What follows belongs to an exercise in optimizing a design on an open flow for small area; a production flow would make more cautious choices. Only simulation tests tie the RTL to the original design; equivalence was not proved. No activity file was given, so power comes from the tool's default toggle rates.

## flow/config.mk

```make
export PLATFORM = sky130hd
export DESIGN_NAME = sht1x_engine
export DESIGN_NICKNAME = sht1x_engine
export VERILOG_FILES = /design/flow/design.v
export SDC_FILE = /design/flow/constraint.sdc
export NUM_CORES = 4
export LEC_CHECK = 0
export CAP_MARGIN = 20
export CORE_MARGIN = 2
export CORE_UTILIZATION = 40
export PLACE_DENSITY = 0.6
export SLEW_MARGIN = 20
```

## flow/constraint.sdc

```tcl
create_clock -name core_clock -period 10.0 [get_ports {clk}]
set_input_delay 2.0000 -clock core_clock [delete_from_list [all_inputs] [get_ports {clk}]]
set_output_delay 2.0000 -clock core_clock [all_outputs]
set_load 0.01 [all_outputs]
```

## flow/design.v

```verilog
module sht1x_crc_table (
    input  wire [7:0] index,
    output wire [7:0] value
);
    wire [7:0] i = index;
    assign value[0] = i[0] ^ i[3] ^ i[4] ^ i[6];
    assign value[1] = i[1] ^ i[4] ^ i[5] ^ i[7];
    assign value[2] = i[2] ^ i[5] ^ i[6];
    assign value[3] = i[3] ^ i[6] ^ i[7];
    assign value[4] = i[0] ^ i[3] ^ i[6] ^ i[7];
    assign value[5] = i[0] ^ i[1] ^ i[3] ^ i[6] ^ i[7];
    assign value[6] = i[1] ^ i[2] ^ i[4] ^ i[7];
    assign value[7] = i[2] ^ i[3] ^ i[5];
endmodule
module sht1x_link (
    input  wire       clk,
    input  wire       rst,
    input  wire [3:0] proc,
    input  wire       bit_in,     
    input  wire       cnt_ld,     
    input  wire [3:0] cnt_val,
    output reg  [3:0] cnt,        
    output wire       done,
    output wire       rd_fire,    
    output wire       ev_valid,
    output reg  [1:0] ev_kind,
    output reg        ev_pin,
    output reg        ev_val,
    output wire [1:0] ev_sleep,
    input  wire       ev_ready
);
    localparam P_TSTART  = 4'd0, P_TRESET = 4'd1, P_SENDB = 4'd2, P_GETB = 4'd3,
               P_SACK    = 4'd4, P_SKIPACK = 4'd5, P_RELEASE = 4'd6, P_DIN = 4'd7,
               P_RD      = 4'd8, P_POLL = 4'd9, P_SETTLE = 4'd10;
    localparam K_DIR = 2'd0, K_WR = 2'd1, K_RD = 2'd2, K_SLEEP = 2'd3;
    localparam L_IDLE = 4'd0, L_HDR1 = 4'd1, L_HDR2 = 4'd2, L_HDR3 = 4'd3,
               L_PRE  = 4'd4, L_CKH  = 4'd5, L_SLH  = 4'd6, L_MID  = 4'd7,
               L_CKL  = 4'd8, L_SLL  = 4'd9, L_ONE  = 4'd10;
    reg [3:0] ls;
    wire p_tstart = (proc == P_TSTART);
    wire p_treset = (proc == P_TRESET);
    wire p_sendb  = (proc == P_SENDB);
    wire p_getb   = (proc == P_GETB);
    wire p_sack   = (proc == P_SACK);
    wire p_skip   = (proc == P_SKIPACK);
    wire p_rel    = (proc == P_RELEASE);
    wire p_din    = (proc == P_DIN);
    wire p_one    = (proc == P_RD) || (proc == P_POLL) || (proc == P_SETTLE);
    wire p_any    = !proc[3] || p_one;
    assign ev_valid = (ls != L_IDLE);
    wire fire = ev_valid && ev_ready;
    assign ev_sleep = {proc == P_SETTLE, proc == P_POLL};
    wire last_pulse = (p_tstart && cnt[0]) || ((p_treset || p_sendb) && cnt[3]) ||
                      (p_getb && cnt[2:0] == 3'd7) || p_sack || p_skip;
    reg last;
    always @(*) begin
        ev_kind = K_WR;
        ev_pin  = 1'b1;
        ev_val  = 1'b0;
        last    = 1'b0;
        case (ls)
            L_HDR1: begin
                ev_kind = K_DIR;
                ev_val  = !(p_getb || p_rel || p_din);
                last    = p_din;
            end
            L_HDR2: begin
                ev_kind = K_DIR; ev_pin = 1'b0;
                ev_val  = !p_rel;
                last    = p_rel;
            end
            L_HDR3: ev_val = 1'b1;
            L_PRE: begin
                ev_kind = (p_sendb && cnt[3]) ? K_DIR : K_WR;
                ev_val  = p_sendb && !cnt[3] && bit_in;
            end
            L_CKH: begin ev_pin = 1'b0; ev_val = 1'b1; end
            L_SLH, L_SLL: begin
                ev_kind = K_SLEEP;
                last    = (ls == L_SLL) && last_pulse;
            end
            L_MID: begin
                ev_kind = p_tstart ? K_WR : K_RD;
                ev_val  = cnt[0];
            end
            L_CKL: ev_pin = 1'b0;
            L_ONE: begin
                ev_kind = (proc == P_RD) ? K_RD : K_SLEEP;
                last    = 1'b1;
            end
            default: ;
        endcase
    end
    assign done    = fire && last;
    assign rd_fire = fire && (ev_kind == K_RD);
    always @(posedge clk) begin
        if (rst) begin
            ls <= L_IDLE;
        end else if (ls == L_IDLE) begin
            if (p_any)
                ls <= p_one ? L_ONE : L_HDR1;
        end else if (fire) begin
            if (last) begin
                ls <= L_IDLE;
            end else begin
                case (ls)
                    L_HDR1: ls <= L_HDR2;
                    L_HDR2: ls <= p_sendb ? L_PRE : p_getb ? L_CKH : L_HDR3;
                    L_HDR3: ls <= p_sack ? L_PRE : L_CKH;
                    L_PRE:  ls <= L_CKH;
                    L_CKH:  ls <= L_SLH;
                    L_SLH:  ls <= (p_getb || p_tstart || (p_sendb && cnt[3])) ? L_MID : L_CKL;
                    L_MID:  ls <= L_CKL;
                    L_CKL:  ls <= L_SLL;
                    default: ls <= p_sendb ? L_PRE : L_CKH;    
                endcase
            end
        end
    end
    always @(posedge clk) begin
        if (cnt_ld)
            cnt <= cnt_val;
        else if (ls == L_IDLE && p_any)
            cnt <= 4'd0;
        else if (fire && ls == L_SLL)
            cnt <= cnt + 4'd1;
    end
endmodule
module sht1x_engine (
    input  wire        clk,
    input  wire        rst,           
    input  wire        req_valid,
    input  wire [15:0] req_word,
    output wire        busy,
    output reg         done,
    output wire [2:0]  rsp_err,
    output wire [15:0] rsp_val,
    output wire        ev_valid,
    output wire [1:0]  ev_kind,
    output wire        ev_pin,
    output wire        ev_val,
    output wire [1:0]  ev_sleep,
    input  wire        ev_ready,
    input  wire        data_in
);
    localparam OP_REVB    = 8'h01, OP_CRCLUT = 8'h02, OP_CRCINIT = 8'h03,
               OP_CRCUPD  = 8'h04, OP_CRCOUT = 8'h05;
    localparam OP_TSTART  = 8'h10, OP_TRESET = 8'h11, OP_SENDB   = 8'h12,
               OP_GETB    = 8'h13, OP_SACK   = 8'h14, OP_SKIPACK = 8'h15;
    localparam OP_SRREAD  = 8'h20, OP_SRWRITE = 8'h21, OP_SRRESET = 8'h22,
               OP_INIT    = 8'h23, OP_SETHTR  = 8'h24, OP_SETOTP  = 8'h25,
               OP_SETRES  = 8'h26, OP_RELEASE = 8'h27, OP_RDREG   = 8'h28;
    localparam OP_SENDCMD = 8'h30, OP_SENDCMDM = 8'h31, OP_AWAIT  = 8'h32,
               OP_RDMEAS  = 8'h33, OP_SOFTRST  = 8'h34, OP_MEAST  = 8'h35,
               OP_MEASRH  = 8'h36;
    localparam W_TEMP = 8'h03, W_HUMI = 8'h05, W_RDSR = 8'h07,
               W_WRSR = 8'h06, W_SRST = 8'h1E, W_NOP  = 8'h00;
    localparam E_NONE = 3'd0, E_ACK = 3'd1, E_FRAME = 3'd2, E_TIMEOUT = 3'd3,
               E_CRC  = 3'd4, E_UNKNOWN = 3'd5, E_NOSESSION = 3'd6,
               E_ILLEGAL = 3'd7;
    localparam C_TSTART = 4'd0,    
               C_TRESET = 4'd1, C_SENDB = 4'd2, C_GETB = 4'd3, C_SACK = 4'd4,
               C_SKIP = 4'd5, C_RELEASE = 4'd6, C_SRREAD = 4'd7,
               C_SW = 4'd8,        
               C_INIT = 4'd9, C_SENDCMD = 4'd10, C_SENDCMDM = 4'd11,
               C_AWAIT = 4'd12,
               C_MEAS = 4'd13,     
               C_SOFTRST = 4'd14, C_RDREG = 4'd15;
    localparam R_IDLE = 5'd0, R_CST = 5'd1, R_TRES = 5'd2, R_CSB = 5'd3,
               R_MASK = 5'd4, R_REL = 5'd5, R_FR = 5'd6, R_DIN = 5'd7,
               R_POLL = 5'd8, R_ARD = 5'd9, R_GHI = 5'd10, R_SACK1 = 5'd11,
               R_GLO = 5'd12, R_VSACK = 5'd13, R_VGET = 5'd14, R_SKIP = 5'd15,
               R_SETTLE = 5'd16, R_C0 = 5'd17, R_C1 = 5'd18, R_C2 = 5'd19;
    localparam P_TSTART = 4'd0, P_TRESET = 4'd1, P_SENDB = 4'd2, P_GETB = 4'd3,
               P_SACK = 4'd4, P_SKIPACK = 4'd5, P_RELEASE = 4'd6, P_DIN = 4'd7,
               P_RD = 4'd8, P_POLL = 4'd9, P_SETTLE = 4'd10, P_NONE = 4'd15;
    reg [7:0]  sr;
    reg [7:0]  acc;
    reg [3:0]  cmd;        
    reg [15:0] dat;
    reg [7:0]  crx;
    reg [3:0]  cfg;        
    reg        own;
    reg        stale;
    reg [2:0]  err;
    reg [7:0]  einfo;
    reg [1:0]  fsm;        
    reg [3:0]  pins;       
    reg [4:0]  rs;
    reg [3:0]  cls;
    reg        smp;        
    wire [7:0] cmd_dec = {3'b000, cmd[3], cmd[3], cmd[2], cmd[1], cmd[0]};
    wire [3:0] fsm_dec = {1'b0, fsm[1], fsm[0] & !fsm[1], fsm[0] & fsm[1]};
    function [7:0] rev8(input [7:0] b);
        rev8 = {b[0], b[1], b[2], b[3], b[4], b[5], b[6], b[7]};
    endfunction
    wire [7:0] seed    = {sr[0], sr[1], sr[2], sr[3], 4'b0000};
    wire [7:0] req_opc = req_word[15:8];
    wire [7:0] req_imm = req_word[7:0];
    reg  [3:0] proc;
    always @(*) begin
        case (rs)
            R_CST:                  proc = P_TSTART;
            R_TRES:                 proc = P_TRESET;
            R_CSB, R_MASK:          proc = P_SENDB;
            R_GHI, R_GLO, R_VGET:   proc = P_GETB;
            R_SACK1, R_VSACK:       proc = P_SACK;
            R_SKIP:                 proc = P_SKIPACK;
            R_REL:                  proc = P_RELEASE;
            R_DIN:                  proc = P_DIN;
            R_FR, R_ARD:            proc = P_RD;
            R_POLL:                 proc = P_POLL;
            R_SETTLE:               proc = P_SETTLE;
            default:                proc = P_NONE;
        endcase
    end
    wire [3:0] cnt;
    wire       ldone, rd_fire;
    wire [7:0] tx_byte = (rs == R_CSB) ? cmd_dec : einfo;
    wire       tx_bit  = tx_byte[3'd7 - cnt[2:0]];
    wire       idle_req = (rs == R_IDLE) && req_valid;
    sht1x_link u_link (
        .clk      (clk),
        .rst      (rst),
        .proc     (proc),
        .bit_in   (tx_bit),
        .cnt_ld   (idle_req),
        .cnt_val  (req_imm[3:0]),
        .cnt      (cnt),
        .done     (ldone),
        .rd_fire  (rd_fire),
        .ev_valid (ev_valid),
        .ev_kind  (ev_kind),
        .ev_pin   (ev_pin),
        .ev_val   (ev_val),
        .ev_sleep (ev_sleep),
        .ev_ready (ev_ready)
    );
    assign busy = (rs != R_IDLE);
    reg  [7:0] tbl_a, tbl_b;
    always @(*) begin
        case (rs)
            R_C0:    begin tbl_a = seed; tbl_b = cmd_dec;   end
            R_C1:    begin tbl_a = acc;  tbl_b = dat[15:8]; end
            R_C2:    begin tbl_a = acc;  tbl_b = dat[7:0];  end
            default: begin
                tbl_b = req_imm;
                case (req_opc)
                    OP_CRCINIT:            tbl_a = seed;
                    OP_CRCUPD, OP_CRCOUT:  tbl_a = acc;
                    default:               tbl_a = 8'h00;
                endcase
            end
        endcase
    end
    wire [7:0] tbl_index = tbl_a ^ tbl_b;
    wire [7:0] tbl_value;
    sht1x_crc_table u_table (.index(tbl_index), .value(tbl_value));
    reg legal, needs_own;
    always @(*) begin
        legal     = 1'b0;
        needs_own = 1'b1;
        case (req_opc)
            OP_REVB, OP_CRCLUT, OP_CRCINIT, OP_CRCUPD:
                begin legal = 1'b1;                 needs_own = 1'b0; end
            OP_CRCOUT:
                begin legal = (req_imm == 8'h00);   needs_own = 1'b0; end
            OP_TSTART, OP_TRESET, OP_GETB, OP_SACK, OP_SKIPACK:
                legal = (req_imm == 8'h00);
            OP_SENDB, OP_SRWRITE, OP_SENDCMD, OP_SENDCMDM:
                legal = 1'b1;
            OP_SRREAD, OP_SRRESET, OP_RELEASE:
                legal = (req_imm == 8'h00);
            OP_INIT:
                begin legal = (req_imm[7:4] == 4'h0); needs_own = 1'b0; end
            OP_SETHTR, OP_SETOTP, OP_SETRES:
                legal = (req_imm[7:1] == 7'h00);
            OP_RDREG:
                begin legal = (req_imm <= 8'd8);    needs_own = 1'b0; end
            OP_AWAIT, OP_RDMEAS, OP_SOFTRST, OP_MEAST, OP_MEASRH:
                legal = (req_imm == 8'h00);
            default:
                legal = 1'b0;
        endcase
    end
    wire known_wire = (req_imm == W_TEMP) || (req_imm == W_HUMI) ||
                      (req_imm == W_RDSR) || (req_imm == W_WRSR) ||
                      (req_imm == W_SRST) || (req_imm == W_NOP);
    reg [3:0] cfg_new;
    always @(*) begin
        cfg_new = cfg;
        case (req_opc)
            OP_SETHTR: cfg_new[2] = req_imm[0];
            OP_SETOTP: cfg_new[1] = req_imm[0];
            OP_SETRES: cfg_new[0] = req_imm[0];
            default:   cfg_new = req_imm[3:0];      
        endcase
    end
    reg [15:0] reg_view;
    always @(*) begin
        case (cnt)
            4'd0:    reg_view = {8'h00, sr};
            4'd1:    reg_view = {8'h00, acc};
            4'd2:    reg_view = {8'h00, cmd_dec};
            4'd3:    reg_view = dat;
            4'd4:    reg_view = {8'h00, crx};
            4'd5:    reg_view = {12'h000, cfg};
            4'd6:    reg_view = {einfo, 1'b0, err, 2'b00, stale, own};
            4'd7:    reg_view = {12'h000, fsm_dec};
            default: reg_view = {12'h000, pins};
        endcase
    end
    wire is_rdreg = (cls == C_RDREG);
    wire err_none = (err == E_NONE);
    assign rsp_err = is_rdreg ? E_NONE : err;
    assign rsp_val = is_rdreg ? reg_view :
                     (err_none && (cls == C_SRREAD || cls == C_MEAS)) ? dat :
                     {8'h00, einfo};
    task ok0;         
        begin
            err   <= E_NONE;
            einfo <= 8'h00;
            done  <= 1'b1;
            rs    <= R_IDLE;
        end
    endtask
    task okx;         
        begin
            err   <= E_NONE;
            done  <= 1'b1;
            rs    <= R_IDLE;
        end
    endtask
    task fail(input [2:0] code);    
        begin
            err   <= code;
            einfo <= cmd_dec;
            fsm   <= 2'd0;
            done  <= 1'b1;
            rs    <= R_IDLE;
        end
    endtask
    task finish_read;
        begin
            if (cls == C_SRREAD)
                sr <= dat[7:0];
            fsm <= 2'd0;
            okx;
        end
    endtask
    wire crc_match = (rev8(tbl_value) == crx);
    always @(posedge clk) begin
        if (rst) begin
            sr    <= 8'h00;
            acc   <= 8'h00;
            cmd   <= 4'h0;
            dat   <= 16'h0000;
            crx   <= 8'h00;
            cfg   <= 4'h0;
            own   <= 1'b0;
            stale <= 1'b0;
            err   <= E_NONE;
            einfo <= 8'h00;
            fsm   <= 2'd0;
            pins  <= 4'h0;
            rs    <= R_IDLE;
            done  <= 1'b0;
        end else begin
            done <= 1'b0;
            if (ev_valid && ev_ready) begin
                if (ev_kind == 2'd0) begin
                    if (ev_pin) pins[3] <= ev_val; else pins[1] <= ev_val;
                end else if (ev_kind == 2'd1) begin
                    if (ev_pin) pins[2] <= ev_val; else pins[0] <= ev_val;
                end
            end
            if (done && err_none && !is_rdreg)
                einfo <= 8'h00;
            if (rd_fire) begin
                smp <= data_in;
                if (rs == R_VGET)
                    crx <= {crx[6:0], data_in};
                else if (rs == R_GHI || rs == R_GLO) begin
                    if (cls == C_GETB)
                        einfo <= {einfo[6:0], data_in};
                    else
                        dat <= {dat[14:8], dat[7] & (cls != C_SRREAD), dat[6:0], data_in};
                end
            end
            case (rs)
            R_IDLE: if (req_valid) begin
                cls <= C_TSTART;
                if (!legal) begin
                    err <= E_ILLEGAL; einfo <= req_opc; done <= 1'b1;
                end else if (needs_own && !own) begin
                    err <= E_NOSESSION; einfo <= req_opc; done <= 1'b1;
                end else if ((req_opc == OP_SENDCMD || req_opc == OP_SENDCMDM) && !known_wire) begin
                    err <= E_UNKNOWN; einfo <= req_imm; done <= 1'b1;
                end else begin
                    einfo <= req_imm;
                    case (req_opc)
                        OP_REVB, OP_CRCLUT, OP_CRCINIT, OP_CRCUPD, OP_CRCOUT: begin
                            if (req_opc == OP_CRCINIT || req_opc == OP_CRCUPD)
                                acc <= tbl_value;
                            einfo <= (req_opc == OP_REVB || req_opc == OP_CRCOUT) ?
                                     rev8(tbl_index) : tbl_value;
                            err  <= E_NONE;
                            done <= 1'b1;
                        end
                        OP_RDREG: begin
                            cls   <= C_RDREG;
                            einfo <= einfo;
                            if (done && err_none && !is_rdreg)
                                einfo <= 8'h00;
                            done  <= 1'b1;
                        end
                        OP_TSTART:  begin cls <= C_TSTART;  rs <= R_CST;   end
                        OP_TRESET:  begin cls <= C_TRESET;  rs <= R_TRES;  end
                        OP_SENDB:   begin cls <= C_SENDB;   rs <= R_MASK;  end
                        OP_GETB:    begin cls <= C_GETB;    rs <= R_GHI;   end
                        OP_SACK:    begin cls <= C_SACK;    rs <= R_SACK1; end
                        OP_SKIPACK: begin cls <= C_SKIP;    rs <= R_SKIP;  end
                        OP_RELEASE: begin cls <= C_RELEASE; rs <= R_REL;   end
                        OP_SRREAD: begin
                            cls <= C_SRREAD; rs <= R_CST; cmd <= 4'b0111;
                        end
                        OP_SRWRITE, OP_SRRESET: begin
                            cls <= C_SW; rs <= R_CST; cmd <= 4'b0110;
                        end
                        OP_INIT, OP_SETHTR, OP_SETOTP, OP_SETRES: begin
                            cls   <= (req_opc == OP_INIT) ? C_INIT : C_SW;
                            rs    <= R_TRES;
                            cmd   <= 4'b0110;
                            cfg   <= cfg_new;
                            einfo <= {5'b00000, cfg_new[2:0]};
                            if (req_opc == OP_INIT) own <= 1'b1;
                        end
                        OP_SENDCMD: begin
                            cls <= C_SENDCMD; rs <= R_CST; cmd <= req_imm[3:0];
                        end
                        OP_SENDCMDM: begin
                            cls <= C_SENDCMDM; rs <= R_CST; cmd <= req_imm[3:0];
                        end
                        OP_AWAIT:   begin cls <= C_AWAIT; rs <= R_DIN; end
                        OP_RDMEAS:  begin cls <= C_MEAS;  rs <= R_GHI; end
                        OP_SOFTRST: begin
                            cls <= C_SOFTRST; rs <= R_CST; cmd <= 4'b1110;
                        end
                        OP_MEAST: begin
                            cls <= C_MEAS; rs <= R_CST; cmd <= 4'b0011;
                        end
                        default: begin       
                            cls <= C_MEAS; rs <= R_CST; cmd <= 4'b0101;
                        end
                    endcase
                end
            end
            R_CST: if (ldone) begin
                if (cls == C_TSTART) ok0;
                else                 rs <= R_CSB;
            end
            R_TRES: if (ldone) begin
                if (cls == C_TRESET) ok0;
                else                 rs <= R_CST;
            end
            R_CSB: if (ldone) begin
                if (smp) begin
                    if (cls == C_INIT) rs <= R_REL;
                    else               fail(E_ACK);
                end else if (cls == C_SENDCMD) begin
                    fsm <= 2'd1;
                    ok0;
                end else if (cls == C_SENDCMDM) begin
                    rs <= R_FR;
                end else if (cmd[3]) begin
                    rs <= R_SETTLE;           
                end else if (cls == C_MEAS) begin
                    rs <= R_FR;
                end else if (cls == C_SRREAD) begin
                    rs <= R_GLO;
                end else begin
                    rs <= R_MASK;             
                end
            end
            R_MASK: if (ldone) begin
                if (cls == C_SENDB) begin
                    einfo <= {7'b0000000, !smp};
                    okx;
                end else if (!smp) begin
                    sr    <= einfo;
                    stale <= 1'b0;
                    fsm   <= 2'd0;
                    ok0;
                end else if (cls == C_INIT) begin
                    rs <= R_REL;
                end else begin
                    fail(E_ACK);
                end
            end
            R_REL: if (ldone) begin
                own   <= 1'b0;
                stale <= 1'b0;
                fsm   <= 2'd0;
                if (cls == C_RELEASE) begin
                    ok0;
                end else begin
                    sr  <= 8'h00;
                    acc <= 8'h00;
                    cmd <= 4'h0;
                    dat <= 16'h0000;
                    crx <= 8'h00;
                    cfg <= 4'h0;
                    fail(E_ACK);
                end
            end
            R_FR: if (ldone) begin
                if (data_in)                fail(E_FRAME);
                else if (cls == C_SENDCMDM) begin fsm <= 2'd2; ok0; end
                else                        rs <= R_DIN;
            end
            R_DIN: if (ldone) rs <= R_POLL;
            R_POLL: if (ldone) begin
                einfo <= einfo + 8'd1;
                rs    <= R_ARD;
            end
            R_ARD: if (ldone) begin
                if (!data_in) begin
                    if (cls == C_AWAIT) begin fsm <= 2'd3; okx; end
                    else                rs <= R_GHI;
                end else if (einfo[5] && einfo[1] && einfo[0]) begin    
                    fail(E_TIMEOUT);
                end else begin
                    rs <= R_POLL;
                end
            end
            R_GHI: if (ldone) begin
                if (cls == C_GETB) okx;
                else               rs <= R_SACK1;
            end
            R_SACK1: if (ldone) begin
                if (cls == C_SACK) ok0;
                else               rs <= R_GLO;
            end
            R_GLO:   if (ldone) rs <= cfg[3] ? R_VSACK : R_SKIP;
            R_VSACK: if (ldone) rs <= R_VGET;
            R_VGET:  if (ldone) rs <= R_SKIP;
            R_SKIP: if (ldone) begin
                if (cls == C_SKIP)  ok0;
                else if (cfg[3])    rs <= R_C0;
                else                finish_read;
            end
            R_C0: begin
                acc <= tbl_value;
                rs  <= (cls == C_SRREAD) ? R_C2 : R_C1;
            end
            R_C1: begin
                acc <= tbl_value;
                rs  <= R_C2;
            end
            R_C2: begin
                acc <= tbl_value;
                if (crc_match) begin
                    finish_read;
                end else begin
                    stale <= 1'b1;
                    einfo <= cmd_dec;
                    cmd   <= 4'b1110;
                    rs    <= R_CST;
                end
            end
            R_SETTLE: if (ldone) begin
                sr  <= 8'h00;
                fsm <= 2'd0;
                if (cls == C_SOFTRST) begin
                    ok0;
                end else begin
                    err  <= E_CRC;
                    done <= 1'b1;
                    rs   <= R_IDLE;
                end
            end
            default: rs <= R_IDLE;
            endcase
        end
    end
endmodule
```

## flow/run.sh

```bash
#!/bin/bash
# synth_recipe.tcl (not shown) runs the flow's synth.tcl, then flattens the netlist and writes it again
# the make line also repeats each setting of config.mk as NAME=value (left out here)
make -C /OpenROAD-flow-scripts/flow DESIGN_CONFIG=/design/flow/config.mk WORK_HOME=/design/flow/orfs CLKGATE_MAP_FILE= SYNTH_SCRIPT=/design/flow/synth_recipe.tcl finish
```

==> notes.md <==
-- final timing paths --
| path | start | endpoint | cells after the start |
|---|---|---|---|
| worst max-delay path | req_word[9] | u_link.proc[0] | 17 |
| worst min-delay path | pins[2] | pins[2] | 2 |
| worst max register to register | rs[4] | u_link.proc[0] | 16 |
| worst min register to register | pins[2] | pins[2] | 2 |
-- stage by stage --
step	setup WS, ns	power [W]
finish	2.908	0.001958
global route	2.624	0.002052
CTS	3.043	0.001918
detailed placement	2.691	0.001563
global placement	2.797	0.001568
floorplan	4.271	0.001213
-- placed cells by master, fill, tap and decap left out, types with 10 or more instances in the layout --
master / n
a211oi_1: 16
a21oi_1: 96
a221oi_1: 21
a22o_1: 17
a22oi_1: 18
a31oi_1: 29
and2_1: 15
buf_4: 20
clkdlybuf4s50_1: 47
dfxtp_1: 81
ha_1: 10
inv_1: 35
mux2i_1: 52
nand2_1: 129
nand2b_1: 20
nand3_1: 38
nor2_1: 173
nor2b_1: 25
nor3_1: 30
o211ai_1: 19
o21ai_0: 86
o22ai_1: 13
or2_2: 10
or3_1: 12
xnor2_1: 20
xor2_1: 15
-- cell usage after synthesis, types with 21 or more instances --
library cell,count
nor2_1,173
nor3_1,31
nand2_1,129
mux2i_1,52
inv_1,35
a21oi_1,96
clkbuf_1,88
a221oi_1,21
o21ai_0,86
nand3_1,38
dfxtp_1,81
a31oi_1,29
nor2b_1,25
-- worst max-delay path, delay by kind of cell --
family	cells	cell delay (ns)
AOI/OAI and AO/OA	7	1.73
and+or+nand+nor	5	1.41
buffers and inverters	2	1.28
xor gates and xnor gates	1	0.36
muxes	1	0.28
adders and majority gates	1	0.26
-- cell families (layout without fill, tap and decap cells) --
group	Yosys count	after routing	synth area share
XOR/XNOR	45	45	0.05505
AND/OR/NAND/NOR	523	523	0.2673
adder cells (fa/ha/maj)	10	10	0.01320
multiplexers	65	65	0.07419
flip-flops	90	90	0.1996
AO/OA/AOI/OAI	444	444	0.3302
buffers and inverters	144	120	0.06046
-- flip-flops by register name, indices dropped and copies added (netlist names), 5 cells and up --
name / cells
einfo: 8
dat: 16
crx: 8
rs: 5
sr: 8
acc: 8
-- routing by layer --
layer  vias up  part of all wire  GRT usage
met5         -                 0          0
met4         0             0.039     0.1133
met3       105              0.11    0.06734
met2       724              0.43     0.4888
met1      5110              0.42     0.4442
li1       4867                 -          -
-- cell type report --
class                      count  area, um2  share of cell area
timing repair buffer          68      625.6             0.06035
sequential                    90       1892              0.1825
multi-input combinational   1087       7023              0.6775
tap                          319      399.1             0.03850
inverter                      36      135.1             0.01304
clock inverter                 7      66.31            0.006397
clock buffer                   9      225.2             0.02173
-- power groups by stage --
stage | combinational [W] | sequential [W] | clock (W)
after floorplan | 0.000765 | 0.000449 | 0
after global placement | 0.00101 | 0.000557 | 0
after detailed placement | 0.00101 | 0.000556 | 0
after CTS | 0.00101 | 0.000548 | 0.000357
after global routing | 0.00112 | 0.000561 | 0.000370
final | 0.00105 | 0.000556 | 0.000353
==> results.yml <==
detailed_routing:
  post_drt_via_cell_ratio: 6.687
  drt_wl_total_um: 40250
  drtAntennaViolNets: 0
  drt_drc_violations_left: 0
  dr_total_vias: 10810
  drt_iter0_drc: 1717
  drt_pre_antenna_iters: 8
  wire_per_inst_um: 24.91
clocking:
  clockRootBuffer: "clkbuf_16"
  cts_tree: "done"
  cts.hold.buffers_added: 0
  h-tree-depth: 3
  path_clk_slew_ns: 0.07
  cts_buffer_depth: 2
  cts-buffers-inserted: 9
  ctsResizeCount: 0
  cts_sinks: 90
  clk_latency_ns: 0.35
  post_cts_buffers: 0
critical_path:
  cp-start-kind: "primary input"
  crit_chain: "clkdlybuf4s50_1 -> buf_4 -> or4bb_1 -> or3_4 -> a21boi_2 -> a21oi_2 -> xnor3_1 -> or2_1 -> o22ai_1 -> o2111ai_4 -> a21oi_1 -> nor2_1 -> ha_1 -> nand2_1 -> o21ai_0 -> mux2_2 -> a21o_1"
  critPathMaxStageDelay_ns: 0.95
  crit_path_top_delay_cell: "clkdlybuf4s50_1"
  worst_ep_arrival_time_ns: 7.34
  cp_max_fo: 22
  rrSetupSlack_ns: 4.27
  critical_path_class: "primary input to register"
  end_kind: "register"
  worstPathRequired_ns: 10.25
final_layout:
  nFillCells: 2431
  nets: 1323
  fin_area_um2: 10370
  diodes: 0
  drive_above_1_share: 0.07325
  synthToLayoutAreaGrowth_pct: 9.373
  final_util: 0.4443
  fin_cells: 1616
timing:
  hold_violations: 0
  tightest_slew_ns: 1.083
  setup_viol: 0
  drv_slew: 0
  fin_tns_setup_ns: 0
  hold_slack_ns: 0.5064
  fin_crit_sh: 0.7092
  clock_skew_ns: 0.008043
  period_minus_slack_ns: 7.092
  max_clock_freq_mhz: 141.0
  rsz0062_at_grt: "false"
  slew-limit-headroom: 0.2688
power_and_ir_drop:
  seqPwrFrac: 0.284
  vdd_ir_drop_max_mv: 0.1114
  p_int_w: 0.001003
  leakagePower_nw: 3.620
  p_per_area_nw_per_um2: 188.9
  swShare: 0.4875
  power_switching_w: 0.0009546
  comb_power_share: 0.535
  pwr-share-clk: 0.180
synthesis:
  synth_edf_count: 9
  synth.yosys.seq_area_share: 0.1996
  synth_cells: 1321
  synthArstFlopShare: 0
  ys_warn_count: 2
  yosys_most_used_dff: "dfxtp_1"
  syn-num-nets: 1352
  syn_avg_cell_area_um2: 7.175
  synth.distinct_cells: 104
  yosys.area.top_type_share: 0.1711
  synth_area_um2: 9478
  synth_top_area_cell: "dfxtp_1"
  synth.area.top_cells: "dfxtp_1, nor2_1, mux2i_1, nand2_1, a21oi_1"
  ys_ff_latch: 90
global_route:
  antenna_found_initial: 0
  grt_max_degree: 56
  grt_pass1_vias: 9783
  gr-total-overflow: 0
  grt_pass1_wl_um: 60780
  track_usage: 0.3198
floorplan:
  die_h_um: 157.9
  rows: 56
  core_area_um2: 23330
  pin_count: 49
  die_area_um2: 24940
  die-width_um: 157.9
  start_util: 0.4062
worst_hold_path:
  hold_path.class: "register to register"
placement:
  io_buffers: 48
  place_area_um2: 10070
  dp_cells: 1600
  gp_congestion: 1.074
  hpwlAfterDp_um: 30140
flow_run:
  cap_viol_max_count: 0
outcome:
  status: "timing/DRC/antenna clean"

afterwards: timing with drivers on the ports:
The flow's constraints put no driver on any port. The routed layout listed below was extracted and timed again, unchanged, in two steps. Step 1: set_driving_cell puts a clkbuf_16 on clk and a buf_2 on each other input, an assumption about the parent block. Step 2 times the ports against the registers' clock, not the clock port: input delays grow and output delays shrink by t, the midpoint of the rising clock arrivals with the driver on. Slacks: no drivers / after step 1 / after step 2; pairs: no drivers / after step 1.
shift t [ns]: 0.397
setup slack, ns: 2.908 / 2.934 / 2.537
worst setup path after step 2: input to register
After both steps this run still meets setup and hold. The setup slack of this run moves by +0.026 ns with the drivers and by -0.371 ns with both steps.
